Source: an optimization exercise on an open RTL-to-GDS flow (aim: small area). Production flows keep margins and buffers that such runs may drop. Only simulation tests tie the RTL to the original design; equivalence was not proved. No activity file was given, so power comes from the tool's default toggle rates.

File: flow/standard.sh
#!/bin/bash
# synth_recipe.tcl (not shown) runs the flow's synth.tcl, then flattens the netlist and writes it again
# the make line also repeats each setting of config.mk as NAME=value (left out here)
make -C /OpenROAD-flow-scripts/flow DESIGN_CONFIG=/design/flow/config.mk WORK_HOME=/design/flow/orfs CLKGATE_MAP_FILE= SYNTH_SCRIPT=/design/flow/synth_recipe.tcl "${@:-finish}"
File: flow/design.v
module fps_top (
    input             clk,
    input             rst,           
    input             reg_we,
    input      [4:0]  reg_addr,
    input      [31:0] reg_wdata,
    output reg [31:0] reg_rdata,
    output     [8:0]  ibuf_addr,
    input      [7:0]  ibuf_rdata,
    output reg        obuf_we,
    output     [8:0]  obuf_addr,
    output reg [7:0]  obuf_wdata,
    output            fdesc_we,
    output     [7:0]  fdesc_addr,
    output     [31:0] fdesc_wdata,
    output            irq
);
    localparam [2:0] OP_CHECKSUM = 3'd0, OP_ENCODE = 3'd1, OP_DECODE_RSP = 3'd2,
                     OP_EXTRACT  = 3'd3, OP_DECODE_FRAME = 3'd4, OP_BAD = 3'd7;
    localparam [2:0] R_OK = 3'd1, R_NOT_FOUND = 3'd2, R_INCOMPLETE = 3'd3,
                     R_ENC_ERR = 3'd4, R_MALFORMED = 3'd5, R_BAD_OP = 3'd6,
                     R_BAD_RANGE = 3'd7;
    localparam [2:0] S_IDLE = 3'd0, S_CHECK = 3'd1, S_HDR = 3'd2, S_FETCH = 3'd3,
                     S_USE = 3'd4, S_POST = 3'd5, S_FD = 3'd6, S_CUR = 3'd7;
    localparam [2:0] P_SEARCH = 3'd0, P_ST = 3'd1, P_CMD = 3'd2, P_LEN = 3'd3,
                     P_PAY = 3'd4, P_RCV = 3'd5;
    localparam [2:0] P_SEEK = 3'd0, P_END = 3'd1, P_INIT = 3'd2;
    reg        irq_en;
    reg [3:0]  op;
    reg [15:0] in_off, in_len;
    reg [7:0]  arg;
    reg        done;
    reg [2:0]  result;
    reg [2:0]  state;
    reg [2:0]  op_l;
    reg [2:0]  phase;
    reg        prev;       
    reg [8:0]  p;          
    reg [9:0]  j;          
    reg [9:0]  r;          
    reg [7:0]  acc;        
    reg [7:0]  tb;         
    reg [2:0]  c;          
    reg [15:0] q [0:7];    
    wire [9:0] cand = {1'b0, acc[0], tb};
    wire [7:0] b     = ibuf_rdata;
    wire       busy  = (state != S_IDLE);
    wire       start = reg_we && reg_addr == 5'd0 && reg_wdata[0] && !busy;
    wire       r0    = (r == 10'd0);
    wire is_enc = (op_l == OP_ENCODE);
    wire is_rsp = (op_l == OP_DECODE_RSP);
    wire is_ext = (op_l == OP_EXTRACT);
    wire is_frm = (op_l == OP_DECODE_FRAME);
    wire use_st = (state == S_USE);
    reg        wr_req;
    reg  [2:0] wr_tgt;
    reg  [15:0] wr_data;
    always @(*) begin
        wr_req  = 1'b0;
        wr_tgt  = 3'd5;
        wr_data = {b, acc};
        case (state)
            S_FD: begin                          
                wr_req  = 1'b1;
                wr_tgt  = 3'd2;
                wr_data = (phase == P_INIT) ? {6'd0, j}
                                            : {8'd0, q[0][7:0] + 8'd1};
            end
            S_CUR: begin                         
                wr_req  = 1'b1;
                wr_tgt  = 3'd3;
                wr_data = {6'd0, j};
            end
            S_USE: begin
                if (is_rsp) begin
                    if (phase == P_SEARCH && prev && b == 8'hAB) begin
                        wr_req  = 1'b1;          
                        wr_tgt  = 3'd1;
                        wr_data = {6'd0, cand};
                    end
                    if (phase == P_CMD) begin
                        wr_req = 1'b1;           
                        wr_tgt = 3'd7;
                    end
                end
                if (is_frm && j[0] == 1'b0 && j >= 10'd4) begin
                    wr_req = 1'b1;               
                    wr_tgt = j[3:1] - 3'd2;
                end
            end
            default: ;
        endcase
    end
    wire at_head = (c + wr_tgt == 3'd0);
    wire stall   = wr_req && !at_head;
    wire wr_go   = wr_req && at_head;
    integer i;
    always @(posedge clk) begin
        for (i = 0; i < 7; i = i + 1) q[i] <= q[i + 1];
        q[7] <= wr_go ? wr_data : q[0];
        c <= rst ? 3'd0 : c - 3'd1;
    end
    assign ibuf_addr   = p;
    assign obuf_addr   = j[8:0];
    assign fdesc_we    = (state == S_FD) && phase != P_INIT && at_head;
    assign fdesc_addr  = q[0][7:0];
    assign fdesc_wdata = {7'd0, j[8:0], 7'd0, cand[8:0]};
    assign irq         = done & irq_en;
    wire ok      = (result == R_OK);
    wire v_chk   = ok && (op_l == OP_CHECKSUM || op_l == OP_ENCODE);
    wire v_enc   = ok && is_enc;
    wire v_rsp   = ok && is_rsp;
    wire v_off   = (result == R_OK || result == R_INCOMPLETE) && is_rsp;
    wire v_ext   = ok && is_ext;
    wire v_frm   = ok && is_frm;
    wire [2:0]  wpos = reg_addr[2:0] + c;
    wire rd_full = (reg_addr[4:3] == 2'b10 && v_frm) ||
                   (reg_addr == 5'd7 && v_rsp);
    wire rd_9    = (reg_addr == 5'd9) && v_off;
    wire rd_10   = (reg_addr == 5'd10) && v_ext;
    wire rd_11   = (reg_addr == 5'd11) && v_ext;
    wire rd_en   = rd_full || rd_9 || rd_10 || rd_11;
    reg  [15:0] wr_q;
    integer m;
    always @(*) begin
        wr_q = 16'd0;
        for (m = 0; m < 8; m = m + 1)
            wr_q = wr_q | (q[m] & {16{wpos == m}});
    end
    wire [15:0] wmask = {16{rd_en}};
    wire chk_ok = v_rsp && (acc == r[7:0]);
    always @(*) begin
        case (reg_addr)
            5'd0:  reg_rdata = {24'd0, op, 2'b00, irq_en, 1'b0};
            5'd1:  reg_rdata = {23'd0, chk_ok, 1'b0, result, 2'b00, done, busy};
            5'd2:  reg_rdata = {16'd0, in_off};
            5'd3:  reg_rdata = {16'd0, in_len};
            5'd4:  reg_rdata = {24'd0, arg};
            5'd5:  reg_rdata = (v_enc || v_rsp) ? {23'd0, j[8:0]} : 32'd0;
            5'd6:  reg_rdata = {24'd0, v_chk ? acc : 8'd0};
            5'd7:  reg_rdata = {8'd0, v_rsp ? tb : 8'd0, 16'd0};
            5'd8:  reg_rdata = {16'd0, v_rsp ? {acc, r[7:0]} : 16'd0};
            5'd12: reg_rdata = {24'd0, v_frm ? tb : 8'd0};
            default: reg_rdata = 32'd0;
        endcase
        reg_rdata[15:0] = reg_rdata[15:0] | (wr_q & wmask);
    end
    wire fin_in = (state == S_FETCH) && r0;      
    always @(*) begin
        obuf_we    = 1'b0;
        obuf_wdata = b;
        if (state == S_HDR) begin
            obuf_we = 1'b1;
            case (j[1:0])
                2'd0: obuf_wdata = 8'h55;
                2'd1: obuf_wdata = 8'hAA;
                2'd2: obuf_wdata = acc;
                default: obuf_wdata = r[7:0];
            endcase
        end else if (fin_in && is_enc) begin
            obuf_we    = 1'b1;
            obuf_wdata = acc;
        end else if (use_st && (is_enc || (is_rsp && phase == P_PAY)))
            obuf_we = 1'b1;
    end
    wire bad_range = (|in_off[15:10]) || (|in_len[15:10]) ||
                     (({2'b0, in_off[9:0]} + {2'b0, in_len[9:0]} + 12'd511) >= 12'd1024);
    task finish(input [2:0] code);
        begin
            done   <= 1'b1;
            result <= code;
            state  <= S_IDLE;
        end
    endtask
    task load_cand;
        begin
            tb     <= j[7:0];
            acc[0] <= j[8];
        end
    endtask
    task advance;
        begin
            p <= p + 9'd1;
            j <= j + 10'd1;
            r <= r - 10'd1;
        end
    endtask
    always @(posedge clk) begin
        if (rst) begin
            irq_en <= 1'b0; op <= 4'd0; in_off <= 16'd0; in_len <= 16'd0; arg <= 8'd0;
            done <= 1'b0; result <= 3'd0;
            state <= S_IDLE;
        end else begin
            if (reg_we) begin
                case (reg_addr)
                    5'd0: begin irq_en <= reg_wdata[1]; op <= reg_wdata[7:4]; end
                    5'd1: if (reg_wdata[1]) done <= 1'b0;
                    5'd2: in_off <= reg_wdata[15:0];
                    5'd3: in_len <= reg_wdata[15:0];
                    5'd4: arg <= reg_wdata[7:0];
                    default: ;
                endcase
            end
            if (!stall) case (state)
                S_IDLE: if (start) begin
                    op_l  <= (reg_wdata[7] || (reg_wdata[6] && reg_wdata[5:4] != 2'd0))
                             ? OP_BAD : reg_wdata[6:4];
                    p     <= in_off[8:0];
                    r     <= in_len[9:0];
                    j     <= 10'd0;
                    acc   <= (reg_wdata[7:4] == 4'd1) ? arg : 8'd0;
                    phase <= 3'd0;
                    prev  <= 1'b0;
                    done  <= 1'b0;
                    state <= S_CHECK;
                end
                S_CHECK: begin
                    if (op_l == OP_BAD)
                        finish(R_BAD_OP);
                    else if (bad_range)
                        finish(R_BAD_RANGE);
                    else if (is_enc)
                        if (r[9:8] != 2'd0) finish(R_ENC_ERR);
                        else state <= S_HDR;
                    else if (is_frm && r != 10'd20)
                        finish(R_MALFORMED);
                    else if (is_ext) begin
                        phase <= P_INIT;         
                        state <= S_FD;
                    end else
                        state <= S_FETCH;
                end
                S_HDR: begin                     
                    j <= j + 10'd1;
                    if (j[1:0] == 2'd3) begin
                        acc   <= acc ^ r[7:0];
                        state <= S_FETCH;
                    end
                end
                S_FETCH: begin
                    state <= S_USE;
                    if (r0) begin
                        if (is_rsp && phase == P_PAY)
                            phase <= P_RCV;
                        else if (is_enc) begin   
                            j <= j + 10'd1;
                            finish(R_OK);
                        end else if (is_rsp)
                            finish(phase == P_SEARCH ? R_NOT_FOUND : R_INCOMPLETE);
                        else
                            finish(R_OK);        
                    end
                end
                S_POST: begin                    
                    state <= S_FETCH;
                    if (r > {2'd0, tb}) begin
                        r     <= {2'd0, tb};
                        j     <= 10'd0;
                        phase <= P_PAY;
                    end else
                        finish(R_INCOMPLETE);
                end
                S_FD: begin                      
                    if (phase != P_INIT) advance;
                    state <= S_CUR;
                end
                S_CUR: begin
                    phase <= P_SEEK;
                    state <= S_FETCH;
                end
                default: begin  
                    state <= S_FETCH;
                    advance;
                    case (op_l)
                        OP_CHECKSUM, OP_ENCODE:
                            acc <= acc ^ b;
                        OP_DECODE_RSP: case (phase)
                            P_SEARCH: begin
                                if (prev && b == 8'hAB)
                                    phase <= P_ST;
                                if (b == 8'h55)
                                    load_cand;
                                prev <= (b == 8'h55);
                            end
                            P_ST:  begin acc <= b; phase <= P_CMD; end
                            P_CMD: begin acc <= acc ^ b; phase <= P_LEN; end
                            P_LEN: begin
                                acc   <= acc ^ b;
                                tb    <= b;
                                state <= S_POST;
                            end
                            P_PAY: acc <= acc ^ b;
                            default: begin       
                                r <= {2'd0, b};
                                j <= j;          
                                finish(R_OK);
                            end
                        endcase
                        OP_EXTRACT: begin
                            if (phase == P_END) begin
                                if (b == 8'h7C) begin
                                    p <= p; j <= j; r <= r;
                                    state <= S_FD;
                                end
                            end else if (prev && b == 8'h7B) begin
                                phase <= P_END;
                                prev  <= 1'b0;
                            end else begin
                                prev <= (b == 8'h7A);
                                if (b == 8'h7A) load_cand;
                            end
                        end
                        default: begin           
                            if ((j == 10'd0 && b != 8'h7A) || (j == 10'd1 && b != 8'h7B))
                                finish(R_MALFORMED);
                            else if (j == 10'd2)
                                tb <= b;
                            else if (j == 10'd19)
                                finish(b == 8'h7C ? R_OK : R_MALFORMED);
                            else if (j[0])
                                acc <= b;
                        end
                    endcase
                end
            endcase
        end
    end
endmodule
File: flow/flow/equiv.ys
# Equivalence of the re-mapped netlist with the standard synthesis: the
# registers are matched by name, then proven equal by induction.
read_liberty -ignore_miss_func @LIB@
read_verilog @GOLD@
rename fps_top gold
read_verilog @GATE@
rename fps_top gate
hierarchy -check
flatten gold gate
delete t:$scopeinfo
opt_clean
equiv_make gold gate eq
hierarchy -top eq
equiv_simple -undef
equiv_induct -undef
equiv_status -assert
File: flow/flow/area.abc
strash
&get -n
&deepsyn -T 60 -S @SEED@
&dch -f
&nf -a -p -R 1000 -F 8 -A 8
&put
topo
File: flow/constraint.sdc
create_clock -name core_clock -period 8.0 [get_ports {clk}]
set_input_delay 1.6000 -clock core_clock [delete_from_list [all_inputs] [get_ports {clk}]]
set_output_delay 1.6000 -clock core_clock [all_outputs]
set_load 0.01 [all_outputs]
File: flow/flow/reabc.ys
# Re-map the combinational logic of the standard synthesis for area.
# The registers (their cells, instance names and output nets) are kept as
# they are: the flip-flop cells stay unflattened instances.
read_liberty -ignore_miss_func @LIB@
read_verilog @IN@
hierarchy -top fps_top
setattr -mod -set keep_hierarchy 1 sky130_fd_sc_hd__dfxtp_1 sky130_fd_sc_hd__edfxtp_1 sky130_fd_sc_hd__conb_1
flatten
delete t:$scopeinfo
rename -hide w:*.*
opt -purge
abc -script @ABC@ -liberty @LIB@ -dont_use *probe* -dont_use *lpflow*
opt_clean -purge
hilomap -singleton -hicell sky130_fd_sc_hd__conb_1 HI -locell sky130_fd_sc_hd__conb_1 LO
insbuf -buf sky130_fd_sc_hd__buf_4 A X
opt_clean -purge
stat -liberty @LIB@
setattr -mod -set blackbox 1 sky130_fd_sc_hd__dfxtp_1 sky130_fd_sc_hd__edfxtp_1 sky130_fd_sc_hd__conb_1
write_verilog -noattr -noexpr -nohex -nodec @OUT@
File: flow/config.mk
export PLATFORM = sky130hd
export DESIGN_NAME = fps_top
export DESIGN_NICKNAME = fps_top
export VERILOG_FILES = /design/flow/design.v
export SDC_FILE = /design/flow/constraint.sdc
export NUM_CORES = 4
export LEC_CHECK = 0
export CAP_MARGIN = 20
export CORE_MARGIN = 2
export CORE_UTILIZATION = 55
export PLACE_DENSITY = 0.7
export SLEW_MARGIN = 20
File: flow/flow/run.sh
#!/bin/bash
# Own layout flow: the standard flow (standard.sh) with these changes:
#  - after the standard synthesis, its combinational logic is re-mapped by
#    ABC for area (flow/reabc.ys, flow/area.abc), four runs with different
#    seeds; the smallest result that yosys proves equivalent to the standard
#    synthesis is used (else the standard synthesis). Registers are kept.
#  - port buffers are sky130_fd_sc_hd__buf_1
#  - one tie cell for all constant outputs
#  - clock tree: small clock buffers, no dummy loads
#  - after synthesis, buffers above buf_2 and delay cells are not used
#    (the platform's don't-use list plus those), so that repairs use small
#    buffers
# Every tool's output goes to a log file in this folder.
set -euo pipefail
W=$PWD
R=$W/orfs/results/${FLOW_PLATFORM:-sky130hd}/fps_top/base
YOSYS=$(command -v yosys || echo "$FLOW_HOME/../tools/install/yosys/bin/yosys")
LIB=$FLOW_HOME/platforms/sky130hd/lib/sky130_fd_sc_hd__tt_025C_1v80.lib
KNOBS=(
  "BUFFER_PORTS_ARGS=-buffer_cell sky130_fd_sc_hd__buf_1"
  "SKIP_REPAIR_TIE_FANOUT=1"
  "CTS_ARGS=-sink_clustering_enable -repair_clock_nets -dont_use_dummy_load -buf_list sky130_fd_sc_hd__clkbuf_4 -root_buf sky130_fd_sc_hd__clkbuf_4 -sink_clustering_size 10 -sink_clustering_max_diameter 50"
)
bash standard.sh "${KNOBS[@]}" "$R/1_2_yosys.v" > std_synth.log 2>&1
cp "$R/1_2_yosys.v" "$R/1_2_yosys_std.v"

for S in 1 2 3 4; do
  sed -e "s/@SEED@/$S/" flow/area.abc > "area_$S.abc"
  sed -e "s#@LIB@#$LIB#g; s#@IN@#$R/1_2_yosys_std.v#; s#@OUT@#$W/remap_$S.v#; s#@ABC@#$W/area_$S.abc#" flow/reabc.ys > "reabc_$S.ys"
  "$YOSYS" -s "reabc_$S.ys" > "reabc_$S.log" 2>&1 &
done
wait || true

best=""
for f in $(for S in 1 2 3 4; do
             a=$(grep "Chip area for module '.fps_top'" "reabc_$S.log" 2>/dev/null | awk '{print $NF}')
             [[ -n "$a" && -s "remap_$S.v" ]] && echo "$a $S"
           done | sort -g | awk '{print $2}'); do
  sed -e "s#@LIB@#$LIB#g; s#@GOLD@#$R/1_2_yosys_std.v#; s#@GATE@#$W/remap_$f.v#" flow/equiv.ys > "equiv_$f.ys"
  if "$YOSYS" -s "equiv_$f.ys" > "equiv_$f.log" 2>&1; then best=$f; break; fi
done
echo "chosen re-map: ${best:-none (standard synthesis kept)}" > remap_choice.log
if [[ -n "$best" ]]; then
  cp "remap_$best.v" "$R/1_2_yosys.v"
fi

DONT_USE="sky130_fd_sc_hd__probe_p_8 sky130_fd_sc_hd__probec_p_8 sky130_fd_sc_hd__lpflow_bleeder_1 sky130_fd_sc_hd__lpflow_clkbufkapwr_1 sky130_fd_sc_hd__lpflow_clkbufkapwr_16 sky130_fd_sc_hd__lpflow_clkbufkapwr_2 sky130_fd_sc_hd__lpflow_clkbufkapwr_4 sky130_fd_sc_hd__lpflow_clkbufkapwr_8 sky130_fd_sc_hd__lpflow_clkinvkapwr_1 sky130_fd_sc_hd__lpflow_clkinvkapwr_16 sky130_fd_sc_hd__lpflow_clkinvkapwr_2 sky130_fd_sc_hd__lpflow_clkinvkapwr_4 sky130_fd_sc_hd__lpflow_clkinvkapwr_8 sky130_fd_sc_hd__lpflow_decapkapwr_12 sky130_fd_sc_hd__lpflow_decapkapwr_3 sky130_fd_sc_hd__lpflow_decapkapwr_4 sky130_fd_sc_hd__lpflow_decapkapwr_6 sky130_fd_sc_hd__lpflow_decapkapwr_8 sky130_fd_sc_hd__lpflow_inputiso0n_1 sky130_fd_sc_hd__lpflow_inputiso0p_1 sky130_fd_sc_hd__lpflow_inputiso1n_1 sky130_fd_sc_hd__lpflow_inputiso1p_1 sky130_fd_sc_hd__lpflow_inputisolatch_1 sky130_fd_sc_hd__lpflow_isobufsrc_1 sky130_fd_sc_hd__lpflow_isobufsrc_16 sky130_fd_sc_hd__lpflow_isobufsrc_2 sky130_fd_sc_hd__lpflow_isobufsrc_4 sky130_fd_sc_hd__lpflow_isobufsrc_8 sky130_fd_sc_hd__lpflow_isobufsrckapwr_16 sky130_fd_sc_hd__lpflow_lsbuf_lh_hl_isowell_tap_1 sky130_fd_sc_hd__lpflow_lsbuf_lh_hl_isowell_tap_2 sky130_fd_sc_hd__lpflow_lsbuf_lh_hl_isowell_tap_4 sky130_fd_sc_hd__lpflow_lsbuf_lh_isowell_4 sky130_fd_sc_hd__lpflow_lsbuf_lh_isowell_tap_1 sky130_fd_sc_hd__lpflow_lsbuf_lh_isowell_tap_2 sky130_fd_sc_hd__lpflow_lsbuf_lh_isowell_tap_4"
DONT_USE="$DONT_USE sky130_fd_sc_hd__buf_4 sky130_fd_sc_hd__buf_6 sky130_fd_sc_hd__buf_8 sky130_fd_sc_hd__buf_12 sky130_fd_sc_hd__buf_16 sky130_fd_sc_hd__clkdlybuf4s50_1 sky130_fd_sc_hd__clkdlybuf4s50_2 sky130_fd_sc_hd__clkdlybuf4s25_1 sky130_fd_sc_hd__clkdlybuf4s25_2 sky130_fd_sc_hd__clkdlybuf4s15_1 sky130_fd_sc_hd__clkdlybuf4s15_2 sky130_fd_sc_hd__clkdlybuf4s18_1 sky130_fd_sc_hd__clkdlybuf4s18_2 sky130_fd_sc_hd__dlygate4sd1_1 sky130_fd_sc_hd__dlygate4sd2_1 sky130_fd_sc_hd__dlygate4sd3_1 sky130_fd_sc_hd__dlymetal6s2s_1 sky130_fd_sc_hd__dlymetal6s4s_1 sky130_fd_sc_hd__dlymetal6s6s_1"
bash standard.sh "${KNOBS[@]}" "DONT_USE_CELLS=$DONT_USE" finish > std_finish.log 2>&1
==> flow_summary.ini, run 1 <==
[outcome]
status = complete, no violations

[timing]
rsz0062_at_grt = false
drv_slew = 0
final_hold_viol_count = 0
setup_tns_ns = 0
worstMarginPinSlew_ns = 1.18
setup_viol = 0
setup_slack_ns = 1.57
finalCritPeriodShare = 0.803
max_freq_ghz = 0.156
post-route-min-period_ns = 6.43
fin_skew_ns = 0.0909
max_slew_margin = 0.208

[global_route]
grt_pass1_vias = 8752
antenna_found_initial = 1
grt_max_degree = 28
grt_pass1_wl_mm = 51.8
grt.overflow.total = 0
grtUsageTotal = 0.340

[power_and_ir_drop]
clkPwrFrac = 0.242
p_sw_uw = 692
power_frac_seq = 0.606
internal_power_mw = 1.53
swShare = 0.311
combPwrFrac = 0.152
p_per_area_nw_per_um2 = 204
leakage_nw = 3.75
ir_drop_uv = 113

[routing]
drc = 0
vias = 9615
routedWlPerCell_um = 24.8
wl_mm = 34.1
antenna_left = 0
drt-initial-drc-count = 1387
drt-pass1-iter-count = 25
via_per_inst = 7.00

[floorplan]
die_area_um2 = 19600
io_pins = 149
initial_core_util = 0.563
core_um2 = 18100
row_count = 49
fp.dieH_um = 140
fp.dieW_um = 140

[placed_design]
dp_slack_ns = 1.67
port_buffers = 110
gp_congestion = 1.03
dp_hpwl_mm = 24.6

[clock_network]
cts_made_buffers = 29
cts_setup_buffers = 0
cts_resized = 0
clock-sinks = 235
htree_num_levels = 1
clk_path_buf_depth = 3
cts_root_buf = clkbuf_4
insertion_delay_ns = 0.72
tritoncts = built
cts.reportedPaths.clkPinSlew_ns = 0.12
ctsHoldBuffers = 0

[run]
maxCapViolCount = 0

[cells_and_area]
nets = 1194
drive_above_1_share = 0.0367
layout_commonest_cell = dfxtp_1
nFillCells = 1646
layout_common_cells = dfxtp_1 (183), buf_1 (130), nand2_1 (92)
syn2layout_area_growth_pct = 6.83

[synthesis]
syn_nets = 1076
synthesis.area_um2 = 10200
synthCells = 1028
synth_warnings = 2
synth.avg_cell_area_um2 = 9.91

[worst_setup_path]
required_ns = 6.40
arrival_ns = 4.83
critPathLaunchType = input pin
worstSetupPathType = in -> out
end_kind = primary output
path_max_fanout = 8

[min_path]
worstHoldPathType = reg -> reg
==> power groups by stage <==
stage,logic (mW),registers [mW],clock network [mW]
2_1_floorplan,0.225,1.34,0
5_1_grt,0.364,1.35,0.592
3_3_place_gp,0.319,1.37,0
4_1_cts,0.325,1.34,0.544
3_5_place_dp,0.324,1.37,0
6_report,0.338,1.35,0.538
==> registers in the layout, indices dropped and copies added, names as in the netlist <==
signal / count
irq_en: 1
in_len: 16
result: 3
c: 3
r: 10
q: 128
p: 9
op: 4
acc: 8
arg: 8
phase: 3
tb: 8
j: 10
done: 1
state: 3
in_off: 16
op_l: 3
prev: 1
==> through the flow <==
step,area (µm²),hold slack (ns),power (mW),cells,utilization
global placement,10600,0.333,1.69,1341,0.588
global route,10900,0.347,2.30,1374,0.602
detailed placement,10600,0.336,1.69,1342,0.588
CTS,10900,0.339,2.21,1371,0.600
finish,10900,0.331,2.22,1374,0.602
floorplan,10200,0.330,1.56,1028,-
==> routing by layer <==
| metal | global-route usage | up-vias | wire length, µm |
|---|---|---|---|
| met5 | 0 | - | 0 |
| met4 | 0.147 | 0 | 1710 |
| met3 | 0.0779 | 158 | 4110 |
| met2 | 0.515 | 695 | 14700 |
| met1 | 0.472 | 4526 | 13700 |
| li1 | - | 4236 | - |
==> critical path, cell delays in order <==
cell and delay, ns:
buf_1 0.53, nor4b_1 0.37, nand3_1 0.14, nor3_1 0.58, a22oi_1 0.17, o21ai_0 0.14
xnor2_1 0.12, or3_1 0.37, a21oi_1 0.13, a31oi_1 0.07, or2_0 0.27, nor2_1 0.14
buf_1 0.18
==> final cells by class <==
type / instances / area, µm² / share of cell area
Timing Repair Buffer: 136 / 529 / 0.0486
Inverter: 16 / 60.1 / 0.00552
Tap cell: 229 / 287 / 0.0263
Antenna cell: 1 / 2.50 / 0.000230
Clock buffer: 29 / 218 / 0.0200
Multi-Input combinational cell: 728 / 4560 / 0.419
Sequential cell: 235 / 5230 / 0.480
==> final timing paths <==
| check | from | end | slack [ns] | cells past startpoint |
|---|---|---|---|---|
| max | ibuf_rdata[7] | fdesc_we | 1.57 | 13 |
| min | q[5][7]$_DFF_P_ | q[4][7]$_DFF_P_ | 0.33 | 0 |
| max reg2reg | op_l[1]$_SDFFCE_PP1P_ | acc[7]$_DFFE_PP_ | 2.80 | 14 |
| min reg2reg | q[5][7]$_DFF_P_ | q[4][7]$_DFF_P_ | 0.33 | 0 |
==> run 2, diff against run 1 <==
--- a/flow/config.mk
+++ b/flow/config.mk
@@ -7,6 +7,6 @@
 export LEC_CHECK = 0
 export CAP_MARGIN = 20
 export CORE_MARGIN = 2
-export CORE_UTILIZATION = 55
-export PLACE_DENSITY = 0.7
+export CORE_UTILIZATION = 65
+export PLACE_DENSITY = 0.8
 export SLEW_MARGIN = 20
==> flow_summary.ini, run 2 <==
[timing]
fin_skew_ns = 0.0428
setup_tns_ns = 0
max_slew_margin = 0.254
max_freq_ghz = 0.157
post-route-min-period_ns = 6.37
setup_viol = 0
final_hold_viol_count = 0
worstMarginPinSlew_ns = 1.12
rsz0062_at_grt = false
finalCritPeriodShare = 0.796
drv_slew = 0

[power_and_ir_drop]
ir_drop_uv = 192
combPwrFrac = 0.209
power_frac_seq = 0.574
swShare = 0.353
internal_power_mw = 1.62
power_mw = 2.50
leakage_nw = 3.75
p_per_area_nw_per_um2 = 230
clkPwrFrac = 0.217
p_sw_uw = 882

[worst_setup_path]
arrival_ns = 4.77
required_ns = 6.40
worstSetupPathType = in -> out
critPathLaunchType = input pin
critPathSlowestCell = nor2_1
ff2ff_setup_slack_ns = 2.86
path_max_fanout = 12
worst_r2r_endpoint = j[1]$_SDFFCE_PN0P_
endpoint = reg_rdata[6]
startpoint = reg_addr[1]
max_stage_delay_ns = 0.86
rr_startpoint = op_l[1]$_SDFFCE_PP1P_
r2r_cells = 15
end_kind = primary output
path_cells = buf_1 > nor2_1 > o21ai_0 > nand2_1 > nor2_1 > a222oi_1 > nand3_1 > a21oi_1 > o21ai_0 > a211o_1 > buf_1

[clock_network]
cts_setup_buffers = 0
clock-sinks = 235
clk_path_buf_depth = 3
tritoncts = built
htree_num_levels = 1
insertion_delay_ns = 0.70
cts_resized = 0
cts.reportedPaths.clkPinSlew_ns = 0.12
cts_root_buf = clkbuf_4
ctsHoldBuffers = 0
cts_made_buffers = 29

[cells_and_area]
largest-register = q
syn2layout_area_growth_pct = 6.77
multi_input_area_um2 = 4570
final_area_um2 = 10900
layout.cells.non_filler = 1378
top_regs = q x128, in_len x16, in_off x16
layout_common_cells = dfxtp_1 (183), buf_1 (139), nand2_1 (113)
final_core_util = 0.714
nFillCells = 1238
register_area_um2 = 5230
largest_reg_flops = 128
nets = 1216
layout_commonest_cell = dfxtp_1
drive_above_1_share = 0.0343

[placed_design]
gp_congestion = 1.05
dp_cells = 1348
port_buffers = 110
dpl_cell_area_um2 = 10700
dp_hpwl_mm = 24.7

[floorplan]
fp.dieW_um = 129
die_area_um2 = 16700
initial_core_util = 0.668
io_pins = 149
row_count = 45
fp.dieH_um = 129
core_um2 = 15300

[synthesis]
synth.avg_cell_area_um2 = 9.76
synthesis.area_um2 = 10200
synth_warnings = 2
syn_nets = 1093
synthCells = 1045

[min_path]
hold_depth = 0
worstHoldPathType = reg -> reg
hold_start = q[7][5]$_DFF_P_

[routing]
vias = 9781
routedWlPerCell_um = 24.9
antenna_left = 0
drc = 0
drt-pass1-iter-count = 10
via_per_inst = 7.10
drt-initial-drc-count = 1595
wl_mm = 34.3

[outcome]
status = complete, no violations

[global_route]
grt_pass1_wl_mm = 51.2
grt_max_degree = 23
grt_pass1_vias = 8821
grt.overflow.total = 0
antenna_found_initial = 0
grtUsageTotal = 0.402

[run]
maxCapViolCount = 0
## run 2: changes by cell type in the layout (fill, tap and decap cells not counted), sizes merged, moves of 6 or more
cell    previous run  this run
and3              19         9
a222oi            53        62
or3               12         3
a221oi            13         3
o21ai             51        61
buf              134       141
nor2              90        96
o21a               1         7
nand2             92       113
a41o               0         6
nor2b             20        13
nand3             29        40
a22oi             29        19
## run 2: final cells by class
cell class / instances / area share
flip-flops and latches: 235 / 0.480
multi-input cells: 741 / 0.420
repair buffers: 141 / 0.0488
well taps: 211 / 0.0242
clock buffers: 29 / 0.0200
inverters: 20 / 0.00689
diodes: 1 / 0.000230
## run 2: worst min-delay path by stage
stage | to | slack [ns]
after floorplan | q[1][1]$_DFF_P_ | 0.33
after global placement | q[3][9]$_DFF_P_ | 0.33
after detailed placement | q[4][10]$_DFF_P_ | 0.34
after CTS | q[6][5]$_DFF_P_ | 0.33
after global routing | q[1][5]$_DFF_P_ | 0.34
final | q[6][5]$_DFF_P_ | 0.32
## run 2: stage by stage
step	worst slack (ns)	hold slack, ns
global placement	1.80	0.332
finish	1.63	0.321
global route	1.49	0.341
floorplan	2.64	0.330
detailed placement	1.67	0.335
CTS	1.67	0.330
## run 2: worst max-delay path: cells and delay by family
kind	cells	cell delay [ns]
and+or+nand+nor	4	1.35
AOI/OAI and AO/OA	5	1.17
buffers and inverters	2	0.63
## run 2: power groups by stage
| stage | Sequential, mW | Clock (mW) | Combinational [mW] |
|---|---|---|---|
| after global placement | 1.45 | 0 | 0.488 |
| final | 1.44 | 0.543 | 0.522 |
| after global routing | 1.44 | 0.579 | 0.562 |
| after floorplan | 1.40 | 0 | 0.348 |
| after CTS | 1.43 | 0.541 | 0.500 |
| after detailed placement | 1.45 | 0 | 0.499 |
## run 2: layer usage
layer | up-vias | part of all wire | GRT usage
met5 | - | 0 | 0
met4 | 0 | 0.062 | 0.186
met3 | 160 | 0.12 | 0.0793
met2 | 751 | 0.43 | 0.609
met1 | 4600 | 0.38 | 0.559
li1 | 4270 | - | -

-- afterwards: timing with drivers on the ports --
Ports are ideal in the flow. The routed layouts listed here were re-timed in OpenROAD.
Step 1 (the two cells are an assumption about what drives the block):
set clk [get_ports {clk}]
set_driving_cell -lib_cell sky130_fd_sc_hd__clkbuf_16 $clk
set_driving_cell -lib_cell sky130_fd_sc_hd__buf_2 [delete_from_list [all_inputs] $clk]
Step 2 times the ports against the registers' clock, not the clock port: input delays grow and output delays shrink by t, the midpoint of the rising clock arrivals with the driver on.
a / b / c = ideal ports / drivers / drivers and shift; a / b = the first two.
run	t (ns)	setup WS [ns]	hold slack, ns	worst slew at a driven data input, ns
run 1	0.716	1.573 / 1.547 / 1.547	0.331 / 0.331 / 0.331	0.03
run 2	0.714	1.632 / 1.606 / 1.606	0.321 / 0.321 / 0.321	0.03
After both steps setup and hold are still met in every run listed.
